This design comes from an exercise in tuning for small area, a short achievable clock period and few clock cycles per item on the open sky130 flow, not from production work.
Function was checked by simulation only, so behaviour that the tests miss may differ from the original.

==> run K: inputs <==
Design inav_decoder, start of the top module:
module inav_decoder (
    input  wire         clk,
    input  wire         rst,         
    input  wire         cmd_valid,
    output wire         cmd_ready,
    input  wire [124:0] cmd,
    output reg          rsp_valid,
    output wire [485:0] rsp
);
    localparam [2:0] ST_OK         = 3'd0;
    localparam [2:0] ST_FRAMING    = 3'd1;
    localparam [2:0] ST_CRC        = 3'd2;
    localparam [2:0] ST_UNKNOWN_WT = 3'd3;
    localparam [2:0] ST_EVEN_BUF   = 3'd4;
    localparam [2:0] ST_RESYNC     = 3'd5;
    localparam [2:0] ST_ILLEGAL    = 3'd7;
    reg          rdy;
    reg          asm_odd;       
    reg  [111:6] evb;           
    reg  [10:1]  evwt;          
    reg          evwt_ok;       
    reg          v1;            
    reg  [3:0]   op1;
    reg  [2:0]   st1;           
    reg          pair1;         
    reg          ev1;           
    reg  [23:0]  syn0, syn1;    
    reg  [15:0]  pd;            
    reg  [3:0]   gt1;           
    assign cmd_ready = rdy;
    wire       accept    = cmd_valid & rdy;
    wire [3:0] op        = cmd[124:121];
    wire       odd       = cmd[120];
    wire       marker_ok = (cmd[119] == odd);
    wire       submit    = (op == 4'h0);
    wire       ev_load   = accept & submit & marker_ok & ~odd;
    wire [10:0] wt_in;
    genvar gi;
    generate
        for (gi = 0; gi <= 10; gi = gi + 1) begin : g_dec
            assign wt_in[gi] = (cmd[117:112] == gi);
        end
    endgenerate
    wire [7:0]  lo = cmd[13:6] & {8{~odd}};
    wire [23:0] syn_in0, syn_in1;
    wire r0x_0 = cmd[60] ^ cmd[92];
    wire r0x_1 = cmd[62] ^ cmd[94];
    wire r0x_2 = cmd[86] ^ cmd[114];
    wire r0x_3 = cmd[64] ^ cmd[96];
    wire r0x_4 = cmd[98] ^ cmd[116];
  ...
Settings: LEC_CHECK=0, CAP_MARGIN=20, CORE_MARGIN=2, CORE_UTILIZATION=60, PLACE_DENSITY=0.72, SETUP_SLACK_MARGIN=5, SLEW_MARGIN=20, TNS_END_PERCENT=100; clock period 8.0 ns.
run.sh (not shown) runs the stock make flow with config.mk's settings and CLKGATE_MAP_FILE= SYNTH_SCRIPT=/design/flow/synth_recipe.tcl, a recipe that flattens the netlist after the stock synthesis.
==> inputs of run M, as changes to run K <==
==> flow/flow/run.sh (new file) <==
#!/bin/bash
# The standard layout (the standard.sh), with two changes to how it is
# made: ports are buffered with buf_2 (rather than the delay-buffer cell
# buffer_ports picks on its own), and a222oi_1, which has no stronger size
# for timing repair to swap to, is added to the platform's don't-use list.
set -euo pipefail
PLATFORM_DONT_USE="$(sed -n '/^export DONT_USE_CELLS/,/^#/p' "$FLOW_HOME/platforms/sky130hd/config.mk" | grep -o 'sky130_fd_sc_hd__[a-z0-9_]*' | tr '\n' ' ')"
bash standard.sh "BUFFER_PORTS_ARGS=-buffer_cell sky130_fd_sc_hd__buf_2" \
    "DONT_USE_CELLS=${PLATFORM_DONT_USE}sky130_fd_sc_hd__a222oi_1" finish > make_finish.log 2>&1
tail -n 20 make_finish.log
==> flow/standard.sh (new file) <==
#!/bin/bash
# synth_recipe.tcl (not shown) runs the flow's synth.tcl, then flattens the netlist and writes it again
# the make line also repeats each setting of config.mk as NAME=value (left out here)
make -C /OpenROAD-flow-scripts/flow DESIGN_CONFIG=/design/flow/config.mk WORK_HOME=/design/flow/orfs CLKGATE_MAP_FILE= SYNTH_SCRIPT=/design/flow/synth_recipe.tcl "${@:-finish}"
Settings changed: CORE_UTILIZATION 60 to 40, CTS_BUF_LIST set to sky130_fd_sc_hd__clkbuf_8 sky130_fd_sc_hd__clkbuf_16, CTS_CLUSTER_DIAMETER set to 50, CTS_CLUSTER_SIZE set to 12, PLACE_DENSITY 0.72 to 0.6.
removed: flow/run.sh
==> inputs of run D, as changes to run K <==
--- a/flow/design.v
+++ b/flow/design.v
@@ -13,15 +13,13 @@
     localparam [2:0] ST_UNKNOWN_WT = 3'd3;
     localparam [2:0] ST_EVEN_BUF   = 3'd4;
     localparam [2:0] ST_RESYNC     = 3'd5;
     localparam [2:0] ST_ILLEGAL    = 3'd7;
     reg          rdy;
     reg          asm_odd;       
-    reg  [111:6] evb;           
-    reg  [10:1]  evwt;          
-    reg          evwt_ok;       
+    reg  [117:6] evb;           
     reg          v1;            
     reg  [3:0]   op1;
     reg  [2:0]   st1;           
     reg          pair1;         
     reg          ev1;           
     reg  [23:0]  syn0, syn1;    
@@ -31,19 +29,12 @@
     wire       accept    = cmd_valid & rdy;
     wire [3:0] op        = cmd[124:121];
     wire       odd       = cmd[120];
     wire       marker_ok = (cmd[119] == odd);
     wire       submit    = (op == 4'h0);
     wire       ev_load   = accept & submit & marker_ok & ~odd;
-    wire [10:0] wt_in;
-    genvar gi;
-    generate
-        for (gi = 0; gi <= 10; gi = gi + 1) begin : g_dec
-            assign wt_in[gi] = (cmd[117:112] == gi);
-        end
-    endgenerate
     wire [7:0]  lo = cmd[13:6] & {8{~odd}};
     wire [23:0] syn_in0, syn_in1;
     wire r0x_0 = cmd[60] ^ cmd[92];
     wire r0x_1 = cmd[62] ^ cmd[94];
     wire r0x_2 = cmd[86] ^ cmd[114];
     wire r0x_3 = cmd[64] ^ cmd[96];
@@ -628,17 +619,14 @@
         pair1 <= submit & marker_ok & odd & asm_odd;
         ev1   <= submit & marker_ok & ~odd;
         syn0  <= syn_in0;
         syn1  <= syn_in1;
         pd    <= cmd[117:102];
         gt1   <= {op == 4'hB, op == 4'hA, op == 4'h9, op == 4'h8};
-        if (ev_load) begin
-            evb     <= cmd[111:6];
-            evwt    <= wt_in[10:1];
-            evwt_ok <= (cmd[117:112] <= 6'd10);
-        end
+        if (ev_load)
+            evb <= cmd[117:6];
         if (rst || (accept && op == 4'h1))
             asm_odd <= 1'b0;
         else if (accept && submit && marker_ok)
             asm_odd <= ~odd;
     end
     reg  [23:0]  evsyn;         
@@ -819,17 +807,24 @@
     reg          rx5, rx6;      
     reg          new_eph, new_iono, new_utc, new_alm;
     reg  [2:0]   st2;
     reg          flag2;
     reg  [10:1]  sel0, sel1, sel2, sel3;    
     wire [121:0] data  = {evb[111:6], pd};    
+    wire [5:0]   wt    = evb[117:112];        
     wire         crc_ok = (sab == evsyn);
-    wire         wt_ok  = evwt_ok;
+    wire         wt_ok  = (wt <= 6'd10);
     wire         acc    = v1 & pair1 & crc_ok & wt_ok;
     wire         clr    = rst | (v1 && op1 == 4'h1);
-    wire [10:1] wdec = evwt;
+    wire [10:0] wdec;
+    genvar gi;
+    generate
+        for (gi = 0; gi <= 10; gi = gi + 1) begin : g_dec
+            assign wdec[gi] = (wt == gi);
+        end
+    endgenerate
     wire [10:1] we = {10{acc}} & wdec[10:1];
     wire [9:0] iod_d  = data[121:112];
     wire [9:0] iod1_n = wdec[1] ? iod_d : w1[119:110];
     wire [9:0] iod2_n = wdec[2] ? iod_d : w2[119:110];
     wire [9:0] iod3_n = wdec[3] ? iod_d : w3[121:112];
     wire [9:0] iod4_n = wdec[4] ? iod_d : w4[119:110];
Settings changed: CORE_UTILIZATION 60 to 40, PLACE_DENSITY 0.72 to 0.6.
==> metrics.json <==
{
  "detail_route.first_pass.iterations": 5,
  "global_route_wire_length_before_repair_mm": 276,
  "post_cts_resized": 321,
  "place_congestion": 0.905,
  "tightestPinTransition_ps": 1010,
  "utilization_of_the_core_after_routing": 0.513,
  "filler_cell_count": 11700,
  "worst-path-stages": 4,
  "outcome": "timing/DRC/antenna clean",
  "detailroute.via_count": 35800,
  "die_width_um": 383
}
-- figures above: run M

==> metrics.json <==
{
  "die_width_um": 383,
  "worst-path-stages": 4,
  "place_congestion": 0.931,
  "outcome": "timing/DRC/antenna clean",
  "detailroute.via_count": 37600
}
-- figures above: run D

==> metrics.json <==
{
  "detail_route.first_pass.iterations": 10,
  "global_route_wire_length_before_repair_mm": 296,
  "post_cts_resized": 2704,
  "utilization_of_the_core_after_routing": 0.821,
  "worst-path-stages": 5,
  "tightestPinTransition_ps": 1120,
  "place_congestion": 0.938,
  "detailroute.via_count": 41000,
  "filler_cell_count": 4503,
  "outcome": "timing/DRC/antenna clean",
  "die_width_um": 313
}
-- figures above: run K

Testbench counts of run K, summed over its fixed seeds: cycles 5,616, items 5,600.
Testbench counts of run M, summed over its fixed seeds: cycles 5,616, items 5,600.
Testbench counts of run D, summed over its fixed seeds: cycles 5,616, items 5,600.

-- port drivers added, routing unchanged --
No port has a modelled driver above. Below, the same layouts with a new extraction and two added sets of constraints. Step 1, drivers: a clkbuf_16 drives clk and a buf_2 each remaining input, both assumed. Step 2 adds t to the input delays and takes it off the output delays; t is the mean of the earliest and latest rising clock arrival at the registers after step 1. Input paths then give back, and output paths get back, about the clock's delay inside the block. Three values: ideal ports, drivers, drivers and shift; two values: the first two.
run	t (ns)	slack for setup (ns)	slew at the worst register clock pin (ns)
run K	0.845	4.356 / 4.287 / 4.118	0.08 / 0.08
run M	0.861	4.557 / 4.482 / 4.130	0.06 / 0.06
run D	0.861	4.422 / 4.344 / 4.024	0.07 / 0.07
After both steps setup and hold are still met in every run listed. The setup slack of run M, which loses most, moves by -0.075 ns with the drivers and by -0.427 ns with both steps.
